What follows belongs to an exercise in optimizing a design on an open flow for small area, a short achievable clock period and few clock cycles per item; a production flow would make more cautious choices. The RTL was checked by simulation tests, not by an equivalence proof against the original design.

==> v7 <==
## rg_sweep
module rg_sweep (
    input  wire        clk,
    input  wire        rst,
    input  wire [31:0] cfg_b,
    input  wire [31:0] cfg_b1,
    input  wire [31:0] cfg_b2,
    input  wire [31:0] cfg_b3,
    input  wire        cfg_pass,
    input  wire        in_valid,
    input  wire        in_first,
    input  wire [31:0] in_data,
    output reg         in_ready,
    output reg         out_valid,
    output reg  [31:0] out_data
);
==> module rg_sweep, before the edit <==
module rg_sweep (
    input  wire        clk,
    input  wire        rst,
    input  wire [31:0] cfg_b,
    input  wire [31:0] cfg_b1,
    input  wire [31:0] cfg_b2,
    input  wire [31:0] cfg_b3,
    input  wire        cfg_pass,
    input  wire        in_valid,
    input  wire        in_first,
    input  wire [31:0] in_data,
    output reg         in_ready,
    output reg         out_valid,
    output reg  [31:0] out_data
);
    localparam [2:0] S_IDLE = 3'd0,
                     S_PASS = 3'd1,
                     S_MX   = 3'd2,
                     S_C0   = 3'd3,
                     S_C1   = 3'd4,
                     S_C2   = 3'd5,
                     S_C3   = 3'd6;
    reg [2:0]  state;
    reg [31:0] k0, k1, k2, k3;     
    reg [31:0] opb;                
    reg        x_full;             
    reg        x_first;            
    reg        x_pass;             
    reg [31:0] h2, h3;             
    reg        first_q;            
    reg [31:0] prod;
    reg [31:0] acc;
    wire accept = in_valid && in_ready;
    wire [31:0] mul_y;
    rg_fmul u_mul (.a(k0), .b(opb), .y(mul_y));
    wire [31:0] add_y;
    rg_fadd u_add (.a(acc), .b(prod), .y(add_y));
    reg [2:0] nstate;
    always @(*) begin
        case (state)
            S_IDLE, S_PASS: begin
                if (accept)
                    nstate = (in_first && cfg_pass) ? S_PASS : S_MX;
                else
                    nstate = S_IDLE;
            end
            S_MX:  nstate = S_C0;
            S_C0:  nstate = S_C1;
            S_C1:  nstate = S_C2;
            S_C2:  nstate = S_C3;
            S_C3: begin
                if (!x_full)
                    nstate = S_IDLE;
                else if (x_pass)
                    nstate = S_PASS;
                else
                    nstate = S_C0;
            end
            default: nstate = S_IDLE;
        endcase
    end
    wire load_k = accept && in_first;
    wire rot_k  = (state == S_MX) || (state == S_C0) || (state == S_C1) ||
                  (state == S_C2) || (state == S_C3 && x_full && !x_pass);
    always @(posedge clk) begin
        if (load_k) begin
            k0 <= cfg_b;
            k1 <= cfg_b1;
            k2 <= cfg_b2;
            k3 <= cfg_b3;
        end else if (rot_k) begin
            k0 <= k1;
            k1 <= k2;
            k2 <= k3;
            k3 <= k0;
        end
    end
    always @(posedge clk) begin
        if (accept)
            opb <= in_data;
        else case (state)
            S_MX: if (!first_q) opb <= out_data;
            S_C0: opb <= h2;
            S_C1: opb <= h3;
            S_C3: if (!x_first) opb <= add_y;
            default: ;
        endcase
    end
    always @(posedge clk) begin
        prod <= mul_y;
        acc  <= (state == S_C0) ? prod : add_y;
    end
    always @(posedge clk) begin
        if (rst) begin
            state     <= S_IDLE;
            out_valid <= 1'b0;
            in_ready  <= 1'b1;
            x_full    <= 1'b0;
        end else begin
            state     <= nstate;
            out_valid <= 1'b0;
            in_ready  <= (nstate == S_IDLE) || (nstate == S_PASS) || (nstate == S_C2);
            if (accept) begin
                x_full  <= 1'b1;
                x_first <= in_first;
                x_pass  <= in_first && cfg_pass;
            end
            case (state)
                S_IDLE, S_PASS: begin
                    if (state == S_PASS) begin
                        out_data  <= opb;
                        out_valid <= 1'b1;
                        h2        <= opb;
                        h3        <= opb;
                    end
                    if (!accept) x_full <= 1'b0;
                    if (accept && in_first) begin
                        h2 <= in_data;
                        h3 <= in_data;
                    end
                    first_q <= in_first;
                end
                S_MX: begin
                    x_full <= 1'b0;
                end
                S_C3: begin
                    out_data  <= add_y;
                    out_valid <= 1'b1;
                    first_q   <= x_first;
                    if (x_full && x_first) begin
                        h2 <= opb;
                        h3 <= opb;
                    end else if (first_q) begin
                        h2 <= add_y;
                        h3 <= add_y;
                    end else begin
                        h2 <= out_data;
                        h3 <= h2;
                    end
                    if (!x_pass) x_full <= 1'b0;
                end
                default: ;
            endcase
        end
    end
endmodule
make LEC_CHECK=0 ABC_AREA=1 CAP_MARGIN=20 CORE_MARGIN=2 CORE_UTILIZATION=40 PLACE_DENSITY=0.6 SLEW_MARGIN=20 SYNTH_HIERARCHICAL=1 SYNTH_MINIMUM_KEEP_SIZE=0 finish   # period 20.0 ns
run.sh (not shown) runs the stock make flow with config.mk's settings and CLKGATE_MAP_FILE= SYNTH_SCRIPT=/design/flow/synth_recipe.tcl, a recipe that flattens the netlist after the stock synthesis.
==> v38: changes against v7 <==
--- a/flow/design.v
+++ b/flow/design.v
@@ -1884,9 +1884,11 @@
                      S_C0   = 3'd3,
                      S_C1   = 3'd4,
                      S_C2   = 3'd5,
-                     S_C3   = 3'd6;
+                     S_C3   = 3'd6,
+                     S_W    = 3'd7;
     reg [2:0]  state;
     reg [31:0] k0, k1, k2, k3;     
+    reg [1:0]  ph;                 
     reg [31:0] opb;                
     reg        x_full;             
     reg        x_first;            
@@ -1904,11 +1906,16 @@
     always @(*) begin
         case (state)
             S_IDLE, S_PASS: begin
-                if (accept)
-                    nstate = (in_first && cfg_pass) ? S_PASS : S_MX;
-                else
+                if (!accept)
                     nstate = S_IDLE;
+                else if (in_first && cfg_pass)
+                    nstate = S_PASS;
+                else if (in_first || ph == 2'd3)
+                    nstate = S_MX;
+                else
+                    nstate = S_W;
             end
+            S_W:   nstate = (ph == 2'd3) ? S_MX : S_W;
             S_MX:  nstate = S_C0;
             S_C0:  nstate = S_C1;
             S_C1:  nstate = S_C2;
@@ -1925,19 +1932,19 @@
         endcase
     end
     wire load_k = accept && in_first;
-    wire rot_k  = (state == S_MX) || (state == S_C0) || (state == S_C1) ||
-                  (state == S_C2) || (state == S_C3 && x_full && !x_pass);
     always @(posedge clk) begin
         if (load_k) begin
             k0 <= cfg_b;
             k1 <= cfg_b1;
             k2 <= cfg_b2;
             k3 <= cfg_b3;
-        end else if (rot_k) begin
+            ph <= 2'd0;
+        end else begin
             k0 <= k1;
             k1 <= k2;
             k2 <= k3;
             k3 <= k0;
+            ph <= ph + 2'd1;
         end
     end
     always @(posedge clk) begin
@@ -1985,6 +1992,7 @@
                     end
                     first_q <= in_first;
                 end
+                S_W: ;
                 S_MX: begin
                     x_full <= 1'b0;
                 end
==> flow/flow/run.sh (new file) <==
#!/bin/bash
set -euo pipefail
bash standard.sh SETUP_SLACK_MARGIN="${RG_SETUP_MARGIN:-9}" finish > layout_make.log 2>&1
==> flow/standard.sh (new file) <==
#!/bin/bash
# synth_recipe.tcl (not shown) runs the flow's synth.tcl, then flattens the netlist and writes it again
# the make line also repeats each setting of config.mk as NAME=value (left out here)
make -C /OpenROAD-flow-scripts/flow DESIGN_CONFIG=/design/flow/config.mk WORK_HOME=/design/flow/orfs CLKGATE_MAP_FILE= SYNTH_SCRIPT=/design/flow/synth_recipe.tcl "${@:-finish}"
removed: flow/run.sh
==> reports/results.tsv <==
stage	metric	value	unit
outcome	status	no timing/DRC/antenna violations	
worst_setup_path	crit_buf_inv	6	
global_routing	grtUsageMet2	0.438	
logic_synthesis	syn_inst	7581	
finish	clockNetworkAreaShare	0.0231	
finish	multi_input_area_share	0.666	
[end of results for v7]
==> reports/results.tsv <==
stage	metric	value	unit
outcome	status	no timing/DRC/antenna violations	
global_routing	grtUsageMet2	0.440	
finish	clockNetworkAreaShare	0.0227	
logic_synthesis	syn_inst	7712	
logic_synthesis	ys_seq_elements	331	
worst_setup_path	crit_buf_inv	12	
finish	multi_input_area_share	0.676	
[end of results for v38]
Testbench counts of v7, summed over its fixed seeds: cycles 30,984, items 7,775.
Testbench counts of v38, summed over its fixed seeds: cycles 31,124, items 7,775.

==> build 24 <==
rg_sweep, a different RTL version from the one above (not shown whole).
==> module rg_sweep, before the edit <==
module rg_sweep (
    input  wire        clk,
    input  wire        rst,
    input  wire [31:0] cfg_b,
    input  wire [31:0] cfg_b1,
    input  wire [31:0] cfg_b2,
    input  wire [31:0] cfg_b3,
    input  wire        cfg_pass,
    input  wire        in_valid,
    input  wire        in_first,
    input  wire [31:0] in_data,
    output reg         in_ready,
    output reg         out_valid,
    output reg  [31:0] out_data
);
    localparam [2:0] S_IDLE = 3'd0,
                     S_PASS = 3'd1,
                     S_MX   = 3'd2,
                     S_C0   = 3'd3,
                     S_C1   = 3'd4,
                     S_C2   = 3'd5,
                     S_C3   = 3'd6,
                     S_W    = 3'd7;
    reg [2:0]  state;
    reg [31:0] k0, k1, k2, k3;     
    reg [1:0]  ph;                 
    reg [31:0] opb;                
    reg        x_full;             
    reg        x_first;            
    reg        x_pass;             
    reg [31:0] h2, h3;             
    reg        first_q;            
    reg        seed_h;             
    reg [31:0] prod;
    reg [31:0] acc;
    wire accept = in_valid && in_ready;
    wire [31:0] mul_y;
    rg_fmul u_mul (.a(k0), .b(opb), .y(mul_y));
    wire [31:0] add_y;
    rg_fadd u_add (.a(acc), .b(prod), .y(add_y));
    reg [2:0] nstate;
    always @(*) begin
        case (state)
            S_IDLE, S_PASS: begin
                if (!accept)
                    nstate = S_IDLE;
                else if (in_first && cfg_pass)
                    nstate = S_PASS;
                else if (in_first || ph == 2'd3)
                    nstate = S_MX;
                else
                    nstate = S_W;
            end
            S_W:   nstate = (ph == 2'd3) ? S_MX : S_W;
            S_MX:  nstate = S_C0;
            S_C0:  nstate = S_C1;
            S_C1:  nstate = S_C2;
            S_C2:  nstate = S_C3;
            S_C3: begin
                if (!x_full)
                    nstate = S_IDLE;
                else if (x_pass)
                    nstate = S_PASS;
                else
                    nstate = S_C0;
            end
            default: nstate = S_IDLE;
        endcase
    end
    wire load_k = accept && in_first;
    always @(posedge clk) begin
        if (load_k) begin
            k0 <= cfg_b;
            k1 <= cfg_b1;
            k2 <= cfg_b2;
            k3 <= cfg_b3;
            ph <= 2'd0;
        end else begin
            k0 <= k1;
            k1 <= k2;
            k2 <= k3;
            k3 <= k0;
            ph <= ph + 2'd1;
        end
    end
    always @(posedge clk) begin
        if (accept)
            opb <= in_data;
        else case (state)
            S_MX: if (!first_q) opb <= out_data;
            S_C0: opb <= seed_h ? out_data : h2;
            S_C1: opb <= h3;
            S_C3: if (!x_first) opb <= add_y;
            default: ;
        endcase
    end
    always @(posedge clk) begin
        prod <= mul_y;
        acc  <= (state == S_C0) ? prod : add_y;
    end
    always @(posedge clk) begin
        if (rst) begin
            state     <= S_IDLE;
            out_valid <= 1'b0;
            in_ready  <= 1'b1;
            x_full    <= 1'b0;
            seed_h    <= 1'b0;
        end else begin
            state     <= nstate;
            out_valid <= 1'b0;
            in_ready  <= (nstate == S_IDLE) || (nstate == S_PASS) || (nstate == S_C2);
            if (accept) begin
                x_full  <= 1'b1;
                x_first <= in_first;
                x_pass  <= in_first && cfg_pass;
            end
            case (state)
                S_IDLE, S_PASS: begin
                    if (state == S_PASS) begin
                        out_data  <= opb;
                        out_valid <= 1'b1;
                        h2        <= opb;
                        h3        <= opb;
                    end
                    if (!accept) x_full <= 1'b0;
                    if (accept && in_first) begin
                        h2     <= in_data;
                        h3     <= in_data;
                        seed_h <= 1'b0;
                    end
                    first_q <= in_first;
                end
                S_W: ;
                S_C0: begin
                    if (seed_h) begin
                        h2     <= out_data;
                        h3     <= out_data;
                        seed_h <= 1'b0;
                    end
                end
                S_MX: begin
                    x_full <= 1'b0;
                end
                S_C3: begin
                    out_data  <= add_y;
                    out_valid <= 1'b1;
                    first_q   <= x_first;
                    seed_h <= first_q && !(x_full && x_first);
                    if (x_full && x_first) begin
                        h2 <= opb;
                        h3 <= opb;
                    end else if (!first_q) begin
                        h2 <= out_data;
                        h3 <= h2;
                    end
                    if (!x_pass) x_full <= 1'b0;
                end
                default: ;
            endcase
        end
    end
endmodule
Settings: LEC_CHECK=0, ABC_AREA=1, CAP_MARGIN=20, CORE_MARGIN=2, CORE_UTILIZATION=55, PLACE_DENSITY=0.72, SLEW_MARGIN=20, SYNTH_HIERARCHICAL=1, SYNTH_MINIMUM_KEEP_SIZE=0; clock period 20.0 ns.
standard.sh (not shown) runs the stock make flow with config.mk's settings and CLKGATE_MAP_FILE= SYNTH_SCRIPT=/design/flow/synth_recipe.tcl, a recipe that flattens the netlist after the stock synthesis.
==> flow/flow/run.sh <==
#!/bin/bash
set -euo pipefail
bash standard.sh SETUP_SLACK_MARGIN="${RG_SETUP_MARGIN:-10}" finish > layout_make.log 2>&1
==> inputs of build 77, as changes to build 24 <==
--- a/flow/design.v
+++ b/flow/design.v
@@ -1885,9 +1885,7 @@
                      S_C1   = 3'd4,
                      S_C2   = 3'd5,
-                     S_C3   = 3'd6,
-                     S_W    = 3'd7;
+                     S_C3   = 3'd6;
     reg [2:0]  state;
     reg [31:0] k0, k1, k2, k3;     
-    reg [1:0]  ph;                 
     reg [31:0] opb;                
     reg        x_full;             
@@ -1896,5 +1894,4 @@
     reg [31:0] h2, h3;             
     reg        first_q;            
-    reg        seed_h;             
     reg [31:0] prod;
     reg [31:0] acc;
@@ -1908,14 +1905,9 @@
         case (state)
             S_IDLE, S_PASS: begin
-                if (!accept)
-                    nstate = S_IDLE;
-                else if (in_first && cfg_pass)
-                    nstate = S_PASS;
-                else if (in_first || ph == 2'd3)
-                    nstate = S_MX;
+                if (accept)
+                    nstate = (in_first && cfg_pass) ? S_PASS : S_MX;
                 else
-                    nstate = S_W;
+                    nstate = S_IDLE;
             end
-            S_W:   nstate = (ph == 2'd3) ? S_MX : S_W;
             S_MX:  nstate = S_C0;
             S_C0:  nstate = S_C1;
@@ -1934,4 +1926,6 @@
     end
     wire load_k = accept && in_first;
+    wire rot_k  = (state == S_MX) || (state == S_C0) || (state == S_C1) ||
+                  (state == S_C2) || (state == S_C3 && x_full && !x_pass);
     always @(posedge clk) begin
         if (load_k) begin
@@ -1940,11 +1934,9 @@
             k2 <= cfg_b2;
             k3 <= cfg_b3;
-            ph <= 2'd0;
-        end else begin
+        end else if (rot_k) begin
             k0 <= k1;
             k1 <= k2;
             k2 <= k3;
             k3 <= k0;
-            ph <= ph + 2'd1;
         end
     end
@@ -1954,5 +1946,5 @@
         else case (state)
             S_MX: if (!first_q) opb <= out_data;
-            S_C0: opb <= seed_h ? out_data : h2;
+            S_C0: opb <= h2;
             S_C1: opb <= h3;
             S_C3: if (!x_first) opb <= add_y;
@@ -1970,5 +1962,4 @@
             in_ready  <= 1'b1;
             x_full    <= 1'b0;
-            seed_h    <= 1'b0;
         end else begin
             state     <= nstate;
@@ -1990,18 +1981,9 @@
                     if (!accept) x_full <= 1'b0;
                     if (accept && in_first) begin
-                        h2     <= in_data;
-                        h3     <= in_data;
-                        seed_h <= 1'b0;
+                        h2 <= in_data;
+                        h3 <= in_data;
                     end
                     first_q <= in_first;
                 end
-                S_W: ;
-                S_C0: begin
-                    if (seed_h) begin
-                        h2     <= out_data;
-                        h3     <= out_data;
-                        seed_h <= 1'b0;
-                    end
-                end
                 S_MX: begin
                     x_full <= 1'b0;
@@ -2011,9 +1993,11 @@
                     out_valid <= 1'b1;
                     first_q   <= x_first;
-                    seed_h <= first_q && !(x_full && x_first);
                     if (x_full && x_first) begin
                         h2 <= opb;
                         h3 <= opb;
-                    end else if (!first_q) begin
+                    end else if (first_q) begin
+                        h2 <= add_y;
+                        h3 <= add_y;
+                    end else begin
                         h2 <= out_data;
                         h3 <= h2;
Settings changed: CORE_UTILIZATION 55 to 40, PLACE_DENSITY 0.72 to 0.6.
==> summary.txt <==
status complete, no violations; CP required 20.44 ns; floorplan core area 88600 µm²; flop2flop setup slack 9.81 ns; Cells after DPL 8544; cell count after synthesis 7439
# the run above: build 24

==> summary.txt <==
status complete, no violations; Cells after DPL 9173; CP required 20.36 ns; flop2flop setup slack 9.80 ns; floorplan core area 126000 µm²
# the run above: build 77

Testbench counts of build 24, summed over its fixed seeds: cycles 31,124, items 7,775.
Testbench counts of build 77, summed over its fixed seeds: cycles 30,984, items 7,775.

==> re-timing with driven ports <==
The results above use ideal ports. As a check the final layouts listed here were re-extracted and re-timed, cells and wires unchanged.
Step 1: set_driving_cell puts a clkbuf_16 on clk and a buf_2 on each other input, an assumption about the parent block.
Step 2 also shifts input and output timing later by t, the mid clock arrival at the registers, as if the neighbouring blocks saw the same clock.
Slacks: ideal / step 1 / step 2; pairs: ideal / step 1.
run	shift t [ns]	slack for setup (ns)	worst register clock-pin slew, ns
v7	0.663	6.274 / 6.274 / 6.274	0.06 / 0.06
v38	0.671	9.450 / 9.450 / 9.450	0.09 / 0.09
build 24	0.633	9.814 / 9.814 / 9.814	0.07 / 0.07
build 77	0.667	9.797 / 9.797 / 9.797	0.06 / 0.06
After both steps setup and hold are still met in every run listed.
